Source: an optimization exercise on an open RTL-to-GDS flow (aim: small area, a short achievable clock period and few clock cycles). Production flows keep margins and buffers that such runs may drop. Function was checked by simulation only, so behaviour that the tests miss may differ from the original. No activity file was given, so power comes from the tool's default toggle rates.

== build 12 ==
## rfbi_timing_solver
module rfbi_timing_solver (
    input  wire         clk,
    input  wire         rst,
    input  wire         cmd_valid,
    output wire         cmd_ready,
    input  wire         cmd_op,
    input  wire [31:0]  cmd_rate_khz,
    input  wire [319:0] cmd_req,
    output reg          done,
    output reg          res_ok,
    output reg          res_gran,
    output reg  [31:0]  res_word_a,
    output reg  [31:0]  res_word_b,
    output wire [329:0] res_rounded,
    output wire [31:0]  period_ps
);
    localparam [31:0] PS_PER_KHZ = 32'd1000000000;
    reg         idle;                   
    reg         step;                   
    reg         fin;                    
    reg         rnd;                    
    reg         s3p;                    
    reg         sstep;                  
    reg         ready;                  
    reg  [4:0]  cnt;
    reg  [29:0] per;                    
    assign cmd_ready = ready;
    assign period_ps = {2'b00, per};
    reg  [4:0]  blen;
    integer b;
    always @(*) begin
        blen = 5'd0;
        for (b = 0; b < 30; b = b + 1)
            if (per[b]) blen = b[4:0] + 5'd1;
    end
    wire [5:0]  sodd    = 6'd31 - {1'b0, blen};
    wire [5:0]  sbits   = sodd + {5'd0, sodd[0]};
    wire [29:0] set_rem = PS_PER_KHZ >> sbits;
    wire [1:0]  set_bits = {PS_PER_KHZ[{cnt[3:0], 1'b1}],
                            PS_PER_KHZ[{cnt[3:0], 1'b0}]};
    function [33:0] bk_add;
        input [32:0] x, y;
        input        cin;
        reg   [32:0] p, g, pp, gg;
        integer      i, j;
        begin
            p  = x ^ y;
            g  = x & y;
            pp = p;
            gg = g;
            gg[0] = g[0] | (p[0] & cin);
            for (i = 1; i <= 6; i = i + 1)
                for (j = 2**i - 1; j < 33; j = j + 2**i) begin
                    gg[j] = gg[j] | (pp[j] & gg[j - 2**(i-1)]);
                    pp[j] = pp[j] & pp[j - 2**(i-1)];
                end
            for (i = 6; i > 0; i = i - 1)
                for (j = 2**i + 2**(i-1) - 1; j < 33; j = j + 2**i) begin
                    gg[j] = gg[j] | (pp[j] & gg[j - 2**(i-1)]);
                    pp[j] = pp[j] & pp[j - 2**(i-1)];
                end
            bk_add = {gg[32], p ^ {gg[31:0], cin}};
        end
    endfunction
  ...
Size: about 830 flip-flops, ~0.068 mm2 of cells after synthesis.
==> flow/config.mk <==
export PLATFORM = sky130hd
export DESIGN_NAME = rfbi_timing_solver
export DESIGN_NICKNAME = rfbi_timing_solver
export VERILOG_FILES = /design/flow/design.v
export SDC_FILE = /design/flow/constraint.sdc
export NUM_CORES = 4
export LEC_CHECK = 0
export CAP_MARGIN = 20
export CORE_MARGIN = 2
export CORE_UTILIZATION = 40
export PLACE_DENSITY = 0.6
export SETUP_SLACK_MARGIN = 5
export SLEW_MARGIN = 20
export TNS_END_PERCENT = 20
==> flow/constraint.sdc <==
create_clock -name core_clock -period 11.0 [get_ports {clk}]
set_input_delay 2.2000 -clock core_clock [delete_from_list [all_inputs] [get_ports {clk}]]
set_output_delay 2.2000 -clock core_clock [all_outputs]
set_load 0.01 [all_outputs]
run.sh (not shown) runs the stock make flow with config.mk's settings and CLKGATE_MAP_FILE= SYNTH_SCRIPT=/design/flow/synth_recipe.tcl, a recipe that flattens the netlist after the stock synthesis.
Testbench counts of build 12, summed over its fixed seeds: cycles 4,775.
The following lists how build 64 was set up differently from build 12:
# build 12
export LEC_CHECK = 0
export CAP_MARGIN = 20
export CORE_MARGIN = 2
export CORE_UTILIZATION = 40
export PLACE_DENSITY = 0.6
export SETUP_SLACK_MARGIN = 5
export SLEW_MARGIN = 20
export TNS_END_PERCENT = 20
create_clock -name core_clock -period 11.0 [get_ports {clk}]
# build 64
export LEC_CHECK = 0
export CAP_MARGIN = 20
export CORE_MARGIN = 2
export CORE_UTILIZATION = 40
export CTS_BUF_LIST = sky130_fd_sc_hd__clkbuf_8
export PLACE_DENSITY = 0.6
export SETUP_SLACK_MARGIN = 5
export SLEW_MARGIN = 20
export TNS_END_PERCENT = 20
create_clock -name core_clock -period 11.0 [get_ports {clk}]
Results
Row maximum vdd ir drop: build 64 lower / build 12 higher
[build 64] final critical delay including setup and external delays rose 54 ps relative to build 12
Sequential share of layout area for build 64 is higher than for build 12.
Build 12 -> build 64: area used by sequential logic in the layout delta 0, exact match
Of the two values seen for critical path class, register to register was produced by build 64 and input pin to register by build 12.
The inputs of build 28 differ from those of build 64 as listed below.
# build 64
export LEC_CHECK = 0
export CAP_MARGIN = 20
export CORE_MARGIN = 2
export CORE_UTILIZATION = 40
export CTS_BUF_LIST = sky130_fd_sc_hd__clkbuf_8
export PLACE_DENSITY = 0.6
export SETUP_SLACK_MARGIN = 5
export SLEW_MARGIN = 20
export TNS_END_PERCENT = 20
create_clock -name core_clock -period 11.0 [get_ports {clk}]
# build 28
export LEC_CHECK = 0
export CAP_MARGIN = 20
export CORE_MARGIN = 2
export CORE_UTILIZATION = 55
export PLACE_DENSITY = 0.65
export SETUP_SLACK_MARGIN = 5
export SLEW_MARGIN = 20
create_clock -name core_clock -period 11.0 [get_ports {clk}]
[summary]
Met1 wire length (lower): build 28. Build 28 gives less minimum period implied by the final worst setup slack than build 64 did. Between build 28 and build 64, the difference in post-synthesis share of cell area spent on xor and xnor gates is negligible. What build 28 reported for placed wire-length estimate after detailed placement has to be multiplied by 1.09 to get the figure for build 64. Post-CTS setup buffer count, build 28 vs build 64: up by more than 100%. Summary: with build 64 as the reference, clock buffer count from CTS in build 28 moved down by more than a quarter. Measured against build 28, the die area of build 64 comes out at 1.4 times the reference value.

## afterwards: timing with drivers on the ports
The flow's constraints put no driver on any port. The routed layouts listed below were extracted and timed again, unchanged, in two steps. Step 1: set_driving_cell puts a clkbuf_16 on clk and a buf_2 on each other input, an assumption about the parent block. Step 2 moves the port delays by t, midway between the first and last clock arrival at a register: inputs arrive t later, outputs are due t later. That takes back most of the time a late clock gives input paths. Three values: ideal, step 1, step 2; two values: the first two.
run	t, ns	slack for setup (ns)	latest minus earliest clock arrival (ns)	worst register clock-pin slew, ns
build 12	0.850	4.948 / 5.021 / 4.171	0.056 / 0.056	0.07 / 0.07
build 64	1.010	4.895 / 4.895 / 4.069	0.069 / 0.069	0.07 / 0.07
build 28	0.812	4.921 / 4.979 / 4.167	0.031 / 0.031	0.07 / 0.07
After both steps every run listed still meets setup and hold. For build 64, which loses most, drivers alone change the setup slack by 0.000 ns; drivers and shift together by -0.826 ns.
